From an optimization exercise on the open Yosys and OpenROAD flow, aimed at small area, a short achievable clock period and few clock cycles; shortcuts taken in it are not production practice. RTL that was checked went through simulation tests only; none was proved equivalent to the original. Power and IR drop assume default switching activity.

==> run C: inputs <==
==> flow/design.v (excerpt) <==
module stele_codec (
    input  wire        clk,
    input  wire        rst,
    input  wire        cmd_valid,
    output wire        cmd_ready,
    input  wire        cmd_op,         
    input  wire [31:0] pal0,
    input  wire [31:0] pal1,
    input  wire [31:0] pal2,
    input  wire [1:0]  pal_n,
    input  wire [15:0] width,
    input  wire [15:0] height,
    input  wire [31:0] npix,
    input  wire        px_valid,
    output wire        px_ready,
    input  wire [31:0] px_data,
    output wire        bo_valid,
    input  wire        bo_ready,
    output wire [7:0]  bo_data,
    input  wire        bi_valid,
    output wire        bi_ready,
    input  wire        bi_eos,
    input  wire [7:0]  bi_data,
    output wire        po_valid,
    input  wire        po_ready,
    output wire [31:0] po_data,
    output wire        busy,
    output reg         done,
    output reg         err,
    output wire [3:0]  err_kind,
    output reg  [2:0]  err_detail
);
export LEC_CHECK = 0
export CAP_MARGIN = 20
export CORE_MARGIN = 2
export CORE_UTILIZATION = 40
export CTS_CLUSTER_DIAMETER = 100
export CTS_CLUSTER_SIZE = 30
export SLEW_MARGIN = 20
create_clock -name core_clock -period 10.0 [get_ports {clk}]
standard.sh (not shown) runs the stock make flow with config.mk's settings and CLKGATE_MAP_FILE= SYNTH_SCRIPT=/design/flow/synth_recipe.tcl, a recipe that flattens the netlist after the stock synthesis.
==> flow/flow/run.sh <==
#!/bin/bash
set -euo pipefail
export BUFFER_PORTS_ARGS="-buffer_cell sky130_fd_sc_hd__buf_1"
export SETUP_SLACK_MARGIN=6.2
bash standard.sh finish > standard_flow.log 2>&1
==> inputs of run F, as changes to run C <==
--- a/flow/design.v
+++ b/flow/design.v
@@ -49,25 +49,25 @@
     reg  [3:0]  k;            
     reg         mm;           
     reg         ver_ok;
     reg  [31:0] sr;
     reg  [13:0] am;
-    wire [7:0]  g    = sr[23:16];
+    wire [7:0]  g    = sr[7:0];
     wire [7:0]  prev = sr[15:8];
-    wire [7:0]  cnt  = sr[7:0];
+    wire [7:0]  cnt  = sr[23:16];
     wire [5:0]  acc  = sr[29:24];
     wire        gv   = am[0];
     wire        fin  = am[1];
     wire        uerr = am[2];
-    wire [7:0]  bb   = sr[23:16];
-    wire [7:0]  lb   = sr[31:24];
-    wire [1:0]  f    = sr[1:0];
-    wire        bv   = sr[4];
-    wire        lv   = sr[5];
-    wire        eos  = sr[6];
-    wire        rm   = sr[7];
-    wire        hl   = sr[8];
+    wire [7:0]  bb   = sr[7:0];
+    wire [7:0]  lb   = sr[15:8];
+    wire [1:0]  f    = sr[17:16];
+    wire        bv   = sr[20];
+    wire        lv   = sr[21];
+    wire        eos  = sr[22];
+    wire        rm   = sr[23];
+    wire        hl   = sr[24];
     reg         pe;           
     reg  [1:0]  fl;           
     reg         cz;           
     reg         ov;
     reg  [2:0]  os;
@@ -134,25 +134,30 @@
             err        <= (kind != 3'd0);
             kind_r     <= kind;
             err_detail <= detail;
         end
     endtask
-    task dec_look;
+    task dec_refill;
         begin
-            if (bi_push) begin
-                sr[31:24] <= bi_data;                  
-                sr[5]   <= 1'b1;                     
-            end
+            sr[17:16] <= 2'd0;                        
+            if (lv) begin
+                sr[7:0] <= lb;
+                sr[20]  <= 1'b1;                      
+                sr[21]  <= 1'b0;                      
+            end else if (bi_push) begin
+                sr[7:0] <= bi_data;
+                sr[20]  <= 1'b1;
+            end else
+                sr[20]  <= 1'b0;
         end
     endtask
-    task dec_refill;
+    task dec_look;
         begin
-            sr[1:0] <= 2'd0;                        
-            sr[23:16] <= lb;
-            sr[4]     <= lv;                         
-            sr[5]     <= 1'b0;                       
-            dec_look;
+            if (bi_push) begin
+                sr[15:8] <= bi_data;                  
+                sr[21]   <= 1'b1;                     
+            end
         end
     endtask
     always @(posedge clk)
         s_pal <= !rst && s_idle && cmd_valid;
     always @(posedge clk) begin
@@ -232,12 +237,12 @@
                 else if (dims_bad)
                     finish(3'd4, dims_detail);
                 else if (!size_ok)
                     finish(3'd5, 3'd0);
                 else if (op_r) begin
-                    sr[1:0] <= 2'd0;              
-                    sr[8:4] <= 5'd0;              
+                    sr[17:16] <= 2'd0;              
+                    sr[24:20] <= 5'd0;              
                     rz        <= 1'b0;
                     go(S_DEC);
                 end else
                     go(S_EHDR);
             end
@@ -246,11 +251,11 @@
                     k <= k + 4'd1;
                     if (k != 4'd0)
                         sr <= {bi_data, sr[31:8]};
                     if (k == 4'd4) begin
                         sr[15:8]  <= 8'hFF;         
-                        sr[7:0] <= 8'd0;          
+                        sr[23:16] <= 8'd0;          
                         cz        <= 1'b0;
                         am[2:0]   <= 3'd0;          
                         rz        <= 1'b0;
                         pe        <= 1'b1;
                         go(S_ENC);
@@ -261,22 +266,22 @@
                 if (px_take) begin
                     rem       <= rem - 32'd1;
                     rz        <= (rem == 32'd1);
                     sr[29:24] <= {px_code, acc[5:2]};
                     if (rem[1:0] == 2'd1)
-                        sr[23:16] <= {px_code, acc};
+                        sr[7:0] <= {px_code, acc};
                     if (!px_mapped || rem == 32'd1)
                         pe <= 1'b0;
                     if (!px_mapped)
                         am[2] <= 1'b1;              
                     else if (rem[1:0] == 2'd1)
                         am[0] <= 1'b1;              
                 end
                 if (fl == 2'b00) begin
                     if (gv) begin
                         if (ext) begin
-                            sr[7:0] <= cnt + 8'd1;
+                            sr[23:16] <= cnt + 8'd1;
                             cz        <= 1'b1;
                             am[0]     <= 1'b0;
                         end else if (prev == 8'hFF) begin
                             sr[15:8]  <= g;
                             am[0]     <= 1'b0;
@@ -296,30 +301,30 @@
                     if (fl[0] && cz)
                         fl <= 2'b10;
                     else begin
                         fl        <= 2'b00;
                         sr[15:8]  <= g;             
-                        sr[7:0] <= 8'd0;          
+                        sr[23:16] <= 8'd0;          
                         cz        <= 1'b0;
                         am[0]     <= 1'b0;
                     end
                 end
             end
             S_DEC: begin
                 if (bi_take && bi_eos)
-                    sr[6] <= 1'b1;                           
+                    sr[22] <= 1'b1;                           
                 if (free)
                     ov <= 1'b0;
                 if (rm) begin
                     if (free) begin
                         ov  <= 1'b1;
                         rem <= rem - 32'd1;
                         rz  <= (rem == 32'd1);
-                        {sr[23:16], sr[1:0]} <= {bb, f} - 10'd1;
+                        {sr[7:0], sr[17:16]} <= {bb, f} - 10'd1;
                     end
                     if (free && {bb, f} == 10'd1) begin
-                        sr[7] <= 1'b0;                       
+                        sr[23] <= 1'b0;                       
                         dec_refill;
                     end else
                         dec_look;
                 end else if (bv) begin
                     if (esc) begin
@@ -331,15 +336,15 @@
                                     finish(3'd6, 3'd2);
                                 else begin
                                     ov        <= 1'b1;
                                     rem       <= rem - 32'd1;
                                     rz        <= (rem == 32'd1);
-                                    sr[5]    <= 1'b0;        
-                                    sr[4]    <= 1'b0;        
-                                    sr[7]    <= (lb != 8'd0);    
-                                    sr[23:16]   <= lb;
-                                    sr[1:0] <= 2'd0;
+                                    sr[21]    <= 1'b0;        
+                                    sr[20]    <= 1'b0;        
+                                    sr[23]    <= (lb != 8'd0);    
+                                    sr[7:0]   <= lb;
+                                    sr[17:16] <= 2'd0;
                                 end
                             end
                         end else begin
                             dec_look;
                             if (eos && free)
@@ -353,26 +358,26 @@
                         else begin
                             ov        <= 1'b1;
                             os        <= cur_oh;
                             rem       <= rem - 32'd1;
                             rz        <= (rem == 32'd1);
-                            sr[8]    <= 1'b1;                
-                            sr[1:0] <= f + 2'd1;
-                            sr[23:16]   <= {2'b00, bb[7:2]};
+                            sr[24]    <= 1'b1;                
+                            sr[17:16] <= f + 2'd1;
+                            sr[7:0]   <= {2'b00, bb[7:2]};
                             if (f == 2'd3)
                                 dec_refill;
                             else
                                 dec_look;
                         end
                     end else
                         dec_look;
                 end else begin
-                    sr[23:16] <= lb;
-                    sr[4]     <= lv;
-                    sr[1:0]   <= 2'd0;
-                    sr[5]     <= 1'b0;
-                    dec_look;
+                    if (bi_push) begin
+                        sr[7:0]   <= bi_data;
+                        sr[20]    <= 1'b1;
+                        sr[17:16] <= 2'd0;
+                    end
                     if (eos && free) begin
                         if (rz)
                             finish(3'd0, 3'd0);
                         else
                             finish(3'd6, 3'd1);
==> flow/flow/run.sh (replaced) <==
#!/bin/bash
set -euo pipefail
export BUFFER_PORTS_ARGS="-buffer_cell sky130_fd_sc_hd__buf_1"
export SETUP_SLACK_MARGIN=6.0
bash standard.sh finish > standard_flow.log 2>&1
- CTS_CLUSTER_DIAMETER: 100 -> 80
- CTS_CLUSTER_SIZE: 30 -> 24
==> results list <==
* Run status: complete, no violations
* Well-Tap Cells: 455
- The analysis attributes to net switching a power of 1.34 mW.
- Measured on the finished design, the core utilization comes to 47.3%.
- # fillers: 3321
- Grt met1 use: 35.9%
(the above is from run C)
==> results list <==
- 3 antenna diodes ended up in the layout.
* Synth area leader: sky130_fd_sc_hd__edfxtp_1
- Grt met1 use: 38.5%
- Run status: complete, no violations
- Yosys Warn Count: 1
- For this floorplan the total number of well-tap instances is 468.
* Sequential-cell power consumption: 1.38 mW
(the above is from run F)
Testbench counts of run C, summed over its fixed seeds: cycles 95,184.
Testbench counts of run F, summed over its fixed seeds: cycles 95,120.

========
==> tundra <==
==> flow/design.v <==
module stele_codec (
    input  wire        clk,
    input  wire        rst,
    input  wire        cmd_valid,
    output wire        cmd_ready,
    input  wire        cmd_op,         
    input  wire [31:0] pal0,
    input  wire [31:0] pal1,
    input  wire [31:0] pal2,
    input  wire [1:0]  pal_n,
    input  wire [15:0] width,
    input  wire [15:0] height,
    input  wire [31:0] npix,
    input  wire        px_valid,
    output wire        px_ready,
    input  wire [31:0] px_data,
    output wire        bo_valid,
    input  wire        bo_ready,
    output wire [7:0]  bo_data,
    input  wire        bi_valid,
    output wire        bi_ready,
    input  wire        bi_eos,
    input  wire [7:0]  bi_data,
    output wire        po_valid,
    input  wire        po_ready,
    output wire [31:0] po_data,
    output wire        busy,
    output reg         done,
    output reg         err,
    output wire [3:0]  err_kind,
    output reg  [2:0]  err_detail
);
    localparam [2:0] S_IDLE = 3'd0;
    localparam [2:0] S_PAL  = 3'd1;    
    localparam [2:0] S_DHDR = 3'd2;    
    localparam [2:0] S_MUL  = 3'd3;    
    localparam [2:0] S_EVAL = 3'd4;    
    localparam [2:0] S_EHDR = 3'd5;    
    localparam [2:0] S_ENC  = 3'd6;    
    localparam [2:0] S_DEC  = 3'd7;    
    reg  [2:0]  state;
    reg  [2:0]  kind_r;
    assign err_kind = {1'b0, kind_r};
    reg         op_r;
    reg  [31:0] p0, p1, p2;
    reg  [1:0]  paln_r;
    wire        is3 = paln_r[0];
    reg  [31:0] rem;          
    reg  [3:0]  k;            
    reg         mm;           
    reg         ver_ok;
    reg  [31:0] sr;
    reg  [13:0] am;
    wire [7:0]  g    = sr[7:0];
    wire [7:0]  prev = sr[15:8];
    wire [7:0]  cnt  = sr[23:16];
    wire [5:0]  acc  = sr[29:24];
    wire [1:0]  fl   = sr[31:30];
    wire        gv   = am[0];
    wire        fin  = am[1];
    wire        uerr = am[2];
    wire [7:0]  bb   = sr[7:0];
    wire [7:0]  lb   = sr[15:8];
    wire [1:0]  f    = sr[17:16];
    wire        bv   = sr[20];
    wire        lv   = sr[21];
    wire        eos  = sr[22];
    wire        rm   = sr[23];
    wire        hl   = sr[24];
    wire st_idle = (state == S_IDLE);
    wire st_pal  = (state == S_PAL);
    wire st_dhdr = (state == S_DHDR);
    wire st_ehdr = (state == S_EHDR);
    wire st_enc  = (state == S_ENC);
    wire st_dec  = (state == S_DEC);
    reg         rz;           
    reg         ov;
    reg  [2:0]  os;
    wire [31:0] cx = st_pal ? (k[0] ? p2 : p1) : px_data;
    wire e0 = (p0 == cx);
    wire e1 = (p1 == cx);
    wire e2 = (p2 == cx);
    wire m2 = is3 & e2;
    wire px_mapped = e0 | e1 | m2;
    wire [1:0] px_code = e0 ? 2'd0 : (e1 ? 2'd1 : 2'd2);
    wire [15:0] w_r = sr[15:0];
    wire [15:0] h_r = sr[31:16];
    reg        dims_bad;
    reg [2:0]  dims_detail;
    always @(*) begin
        dims_bad    = 1'b1;
        dims_detail = 3'd0;
        if (w_r[15:2] == 14'd0)      dims_detail = 3'd2;
        else if (w_r[1:0] != 2'b00)  dims_detail = 3'd3;
        else if (h_r[15:2] == 14'd0) dims_detail = 3'd4;
        else if (h_r[1:0] != 2'b00)  dims_detail = 3'd5;
        else                         dims_bad    = 1'b0;
    end
    wire        hbit  = h_r[k + 4'd2];
    wire [14:0] msum  = {1'b0, am} + (hbit ? {1'b0, w_r[15:2]} : 15'd0);
    wire        nbit  = rem[k + 5'd4];
    wire        size_ok = !mm && (am == rem[31:18]) && (rem[3:0] == 4'd0);
    wire ext = (((prev[7:4] == 4'h0) && (g == 8'h00)) ||
                ((prev[7:4] == 4'h5) && (g == 8'h55))) && (cnt != 8'hFF);
    wire [7:0] rec_byte = (cnt != 8'd0) ? (prev | 8'hC0) : prev;
    reg [1:0] cur;
    always @(*) begin
        case (f)
            2'd0:    cur = bb[1:0];
            2'd1:    cur = bb[3:2];
            2'd2:    cur = bb[5:4];
            default: cur = bb[7:6];
        endcase
    end
    wire esc  = (cur == 2'd3);
    wire oor  = (cur == 2'd2) && !is3;
    wire over = (rem[31:10] == 22'd0) && (rem[9:0] <= {lb, 2'b00});
    wire [2:0] cur_oh = {cur == 2'd2, cur == 2'd1, cur == 2'd0};
    wire       free   = !ov || po_ready;           
    assign busy      = !st_idle;
    assign cmd_ready = st_idle;
    assign px_ready  = st_enc && !rz && !uerr && !(gv && rem[1:0] == 2'd1);
    assign bo_valid  = st_ehdr || (st_enc && fl != 2'd0);
    assign bo_data   = st_ehdr ? ((k == 4'd0) ? 8'h01 : sr[7:0]) :
                       (fl == 2'd2) ? cnt : rec_byte;
    assign bi_ready  = st_dhdr || (st_dec && !eos && !lv);
    assign po_valid  = st_dec && ov;
    assign po_data   = ({32{os[0]}} & p0) | ({32{os[1]}} & p1) | ({32{os[2]}} & p2);
    wire px_take = px_valid && px_ready;
    wire bi_take = bi_valid && bi_ready;
    wire bi_push = bi_take && !bi_eos;
    task finish(input [2:0] kind, input [2:0] detail);
        begin
            state      <= S_IDLE;
            done       <= (kind == 3'd0);
            err        <= (kind != 3'd0);
            kind_r     <= kind;
            err_detail <= detail;
        end
    endtask
    task dec_refill;
        begin
            sr[17:16] <= 2'd0;                        
            if (lv) begin
                sr[7:0] <= lb;
                sr[20]  <= 1'b1;                      
                sr[21]  <= 1'b0;                      
            end else if (bi_push) begin
                sr[7:0] <= bi_data;
                sr[20]  <= 1'b1;
            end else
                sr[20]  <= 1'b0;
        end
    endtask
    task dec_look;
        begin
            if (bi_push) begin
                sr[15:8] <= bi_data;                  
                sr[21]   <= 1'b1;                     
            end
        end
    endtask
    always @(posedge clk) begin
        if (rst) begin
            state      <= S_IDLE;
            done       <= 1'b0;
            err        <= 1'b0;
            kind_r     <= 3'd0;
            err_detail <= 3'd0;
        end else begin
            case (state)
                S_IDLE: begin
                    if (cmd_valid) begin
                        op_r   <= cmd_op;
                        p0     <= pal0;
                        p1     <= pal1;
                        p2     <= pal2;
                        paln_r <= pal_n;
                        sr     <= {height, width};
                        rem    <= npix;
                        k      <= 4'd0;
                        state  <= S_PAL;
                    end
                end
                S_PAL: begin
                    k <= k + 4'd1;
                    if (!k[0])
                        mm <= e0 | m2;                  
                    else begin
                        k  <= 4'd0;
                        am <= 14'd0;
                        mm <= 1'b0;
                        if (!paln_r[1])
                            finish(3'd1, 3'd4);
                        else if (mm || (is3 && e0))     
                            finish(3'd1, 3'd3);
                        else if (op_r)
                            state <= S_DHDR;
                        else
                            state <= S_MUL;
                    end
                end
                S_DHDR: begin
                    if (bi_valid) begin
                        if (bi_eos)
                            finish(3'd6, 3'd3);
                        else begin
                            k <= k + 4'd1;
                            if (k == 4'd0)
                                ver_ok <= (bi_data == 8'h01);
                            else
                                sr <= {bi_data, sr[31:8]};
                            if (k == 4'd4) begin
                                k     <= 4'd0;
                                state <= S_MUL;
                            end
                        end
                    end
                end
                S_MUL: begin
                    k  <= k + 4'd1;
                    am <= msum[14:1];
                    if (msum[0] != nbit)
                        mm <= 1'b1;
                    if (k == 4'd13)
                        state <= S_EVAL;
                end
                S_EVAL: begin
                    k <= 4'd0;
                    if (op_r && !ver_ok)
                        finish(3'd4, 3'd1);
                    else if (dims_bad)
                        finish(3'd4, dims_detail);
                    else if (!size_ok)
                        finish(3'd5, 3'd0);
                    else if (op_r) begin
                        sr[17:16] <= 2'd0;              
                        sr[24:20] <= 5'd0;              
                        ov        <= 1'b0;
                        rz        <= 1'b0;
                        state     <= S_DEC;
                    end else
                        state     <= S_EHDR;
                end
                S_EHDR: begin
                    if (bo_ready) begin
                        k <= k + 4'd1;
                        if (k != 4'd0)
                            sr <= {bi_data, sr[31:8]};
                        if (k == 4'd4) begin
                            sr[15:8]  <= 8'hFF;         
                            sr[23:16] <= 8'd0;          
                            sr[31:30] <= 2'd0;          
                            am[2:0]   <= 3'd0;          
                            rz        <= 1'b0;
                            state     <= S_ENC;
                        end
                    end
                end
                S_ENC: begin
                    if (px_take) begin
                        if (!px_mapped)
                            am[2] <= 1'b1;              
                        else begin
                            rem        <= rem - 32'd1;
                            rz         <= (rem == 32'd1);
                            sr[29:24]  <= {px_code, acc[5:2]};
                            if (rem[1:0] == 2'd1) begin
                                sr[7:0] <= {px_code, acc};
                                am[0]   <= 1'b1;        
                            end
                        end
                    end
                    if (fl == 2'd0) begin
                        if (gv) begin
                            if (ext) begin
                                sr[23:16] <= cnt + 8'd1;
                                am[0]     <= 1'b0;
                            end else if (prev == 8'hFF) begin
                                sr[15:8]  <= g;
                                am[0]     <= 1'b0;
                            end else
                                sr[31:30] <= 2'd1;
                        end else if (rz || uerr) begin
                            if (uerr)
                                finish(3'd2, 3'd0);
                            else if (fin)
                                finish(3'd0, 3'd0);
                            else begin
                                am[1]     <= 1'b1;      
                                sr[31:30] <= 2'd1;
                            end
                        end
                    end else if (bo_ready) begin
                        if (fl == 2'd1 && cnt != 8'd0)
                            sr[31:30] <= 2'd2;
                        else begin
                            sr[31:30] <= 2'd0;
                            sr[15:8]  <= g;             
                            sr[23:16] <= 8'd0;          
                            am[0]     <= 1'b0;
                        end
                    end
                end
                S_DEC: begin
                    if (bi_take && bi_eos)
                        sr[22] <= 1'b1;                           
                    if (free)
                        ov <= 1'b0;
                    if (rm) begin
                        if (free) begin
                            ov  <= 1'b1;
                            rem <= rem - 32'd1;
                            rz  <= (rem == 32'd1);
                            {sr[7:0], sr[17:16]} <= {bb, f} - 10'd1;
                        end
                        if (free && {bb, f} == 10'd1) begin
                            sr[23] <= 1'b0;                       
                            dec_refill;
                        end else
                            dec_look;
                    end else if (bv) begin
                        if (esc) begin
                            if (lv) begin
                                if (free) begin
                                    if (!hl)
                                        finish(3'd3, 3'd2);
                                    else if (over)
                                        finish(3'd6, 3'd2);
                                    else begin
                                        ov  <= 1'b1;
                                        rem <= rem - 32'd1;
                                        rz  <= (rem == 32'd1);
                                        sr[21]    <= 1'b0;        
                                        sr[20]    <= 1'b0;        
                                        sr[23]    <= (lb != 8'd0);    
                                        sr[7:0]   <= lb;
                                        sr[17:16] <= 2'd0;
                                    end
                                end
                            end else begin
                                dec_look;
                                if (eos && free)
                                    finish(3'd6, 3'd4);
                            end
                        end else if (free) begin
                            if (oor)
                                finish(3'd3, 3'd1);
                            else if (rz)
                                finish(3'd6, 3'd2);
                            else begin
                                ov        <= 1'b1;
                                os        <= cur_oh;
                                rem       <= rem - 32'd1;
                                rz        <= (rem == 32'd1);
                                sr[24]    <= 1'b1;                
                                sr[17:16] <= f + 2'd1;
                                if (f == 2'd3)
                                    dec_refill;
                                else
                                    dec_look;
                            end
                        end else
                            dec_look;
                    end else begin
                        if (bi_push) begin
                            sr[7:0]   <= bi_data;
                            sr[20]    <= 1'b1;
                            sr[17:16] <= 2'd0;
                        end
                        if (eos && free) begin
                            if (rz)
                                finish(3'd0, 3'd0);
                            else
                                finish(3'd6, 3'd1);
                        end
                    end
                end
                default: state <= S_IDLE;
            endcase
        end
    end
endmodule
==> flow/run.sh <==
#!/bin/bash
# synth_recipe.tcl (not shown) runs the flow's synth.tcl, then flattens the netlist and writes it again
# the make line also repeats each setting of config.mk as NAME=value (left out here)
make -C /OpenROAD-flow-scripts/flow DESIGN_CONFIG=/design/flow/config.mk WORK_HOME=/design/flow/orfs CLKGATE_MAP_FILE= SYNTH_SCRIPT=/design/flow/synth_recipe.tcl finish
==> flow/config.mk <==
export PLATFORM = sky130hd
export DESIGN_NAME = stele_codec
export DESIGN_NICKNAME = stele_codec
export VERILOG_FILES = /design/flow/design.v
export SDC_FILE = /design/flow/constraint.sdc
export NUM_CORES = 4
export LEC_CHECK = 0
export CAP_MARGIN = 20
export CORE_MARGIN = 2
export CORE_UTILIZATION = 40
export SLEW_MARGIN = 20
==> flow/constraint.sdc <==
create_clock -name core_clock -period 10.0 [get_ports {clk}]
set_input_delay 2.0000 -clock core_clock [delete_from_list [all_inputs] [get_ports {clk}]]
set_output_delay 2.0000 -clock core_clock [all_outputs]
set_load 0.01 [all_outputs]
==> inputs of ember, as changes to tundra <==
--- a/flow/design.v
+++ b/flow/design.v
@@ -78,3 +78,4 @@
     reg  [2:0]  os;
-    wire [31:0] cx = st_pal ? (k[0] ? p2 : p1) : px_data;
+    wire [31:0] cx = px_data;
+    wire dup = (p0 == p1) || (is3 && ((p0 == p2) || (p1 == p2)));
     wire e0 = (p0 == cx);
@@ -185,18 +186,13 @@
                 S_PAL: begin
-                    k <= k + 4'd1;
-                    if (!k[0])
-                        mm <= e0 | m2;                  
-                    else begin
-                        k  <= 4'd0;
-                        am <= 14'd0;
-                        mm <= 1'b0;
-                        if (!paln_r[1])
-                            finish(3'd1, 3'd4);
-                        else if (mm || (is3 && e0))     
-                            finish(3'd1, 3'd3);
-                        else if (op_r)
-                            state <= S_DHDR;
-                        else
-                            state <= S_MUL;
-                    end
+                    k  <= 4'd0;
+                    am <= 14'd0;
+                    mm <= 1'b0;
+                    if (!paln_r[1])
+                        finish(3'd1, 3'd4);
+                    else if (dup)
+                        finish(3'd1, 3'd3);
+                    else if (op_r)
+                        state <= S_DHDR;
+                    else
+                        state <= S_MUL;
                 end
==> flow/flow/run.sh (new file) <==
#!/bin/bash
# Layout flow: the standard ORFS flow, with the port buffers that
# buffer_ports inserts made plain sky130 buffers.
set -euo pipefail
export BUFFER_PORTS_ARGS="-buffer_cell sky130_fd_sc_hd__buf_2"
bash standard.sh finish > standard_flow.log 2>&1
==> flow/standard.sh (new file) <==
#!/bin/bash
# synth_recipe.tcl (not shown) runs the flow's synth.tcl, then flattens the netlist and writes it again
# the make line also repeats each setting of config.mk as NAME=value (left out here)
make -C /OpenROAD-flow-scripts/flow DESIGN_CONFIG=/design/flow/config.mk WORK_HOME=/design/flow/orfs CLKGATE_MAP_FILE= SYNTH_SCRIPT=/design/flow/synth_recipe.tcl "${@:-finish}"
--- a/flow/config.mk
+++ b/flow/config.mk
@@ -7,2 +7,3 @@
 export LEC_CHECK = 0
+export ABC_CLOCK_PERIOD_IN_PS = 3000
 export CAP_MARGIN = 20
@@ -10,2 +11,3 @@
 export CORE_UTILIZATION = 40
+export SETUP_SLACK_MARGIN = 5
 export SLEW_MARGIN = 20
removed: flow/run.sh
==> inputs of violet, as changes to tundra <==
--- a/flow/config.mk
+++ b/flow/config.mk
@@ -7,2 +7,3 @@
 export LEC_CHECK = 0
+export ABC_CLOCK_PERIOD_IN_PS = 3000
 export CAP_MARGIN = 20
@@ -10,2 +11,3 @@
 export CORE_UTILIZATION = 40
+export SETUP_SLACK_MARGIN = 5
 export SLEW_MARGIN = 20
==> summary of the runs <==
In tundra the combinational power is lower than in violet, by about 2%.
ember finished clean. tundra produced a clean layout. violet went through all stages and came out clean.
The highest wire length belongs to violet, the lowest to ember.
In violet the clock power is higher than in ember, by about 1%.
The lowest final area belongs to ember, the highest to violet.
Against tundra, the sequential power of ember is larger by about 10%.
Cell count, highest first: violet, tundra, ember.
Against violet, the setup slack of ember is higher by 39 ps.
No functional check of the RTL was part of any run of this note.

-- re-timing with driven ports --
Ports are ideal in the flow. The routed layouts listed here were re-timed in OpenROAD. Step 1, drivers: a clkbuf_16 drives clk and a buf_2 each remaining input, both assumed. Step 2 adds t to the input delays and takes it off the output delays; t is the mean of the earliest and latest rising clock arrival at the registers after step 1. Input paths then give back, and output paths get back, about the clock's delay inside the block. Slacks: ideal ports / drivers / drivers and shift; pairs: ideal ports / drivers.
run	shift t [ns]	setup slack, ns	hold slack, ns	clock arrival spread, ns
run C	0.544	6.118 / 6.064 / 5.729	0.471 / 0.471 / 0.471	0.039 / 0.040
run F	0.561	5.970 / 5.917 / 5.542	0.468 / 0.468 / 0.468	0.014 / 0.015
tundra	0.528	4.300 / 4.242 / 4.158	0.498 / 0.498 / 0.498	0.011 / 0.011
ember	0.515	5.174 / 5.120 / 5.051	0.462 / 0.462 / 0.462	0.018 / 0.018
violet	0.520	5.135 / 5.081 / 4.682	0.504 / 0.504 / 0.504	0.016 / 0.017
After both steps every run listed still meets setup and hold. For violet, which loses most, drivers alone change the setup slack by -0.054 ns; drivers and shift together by -0.453 ns.
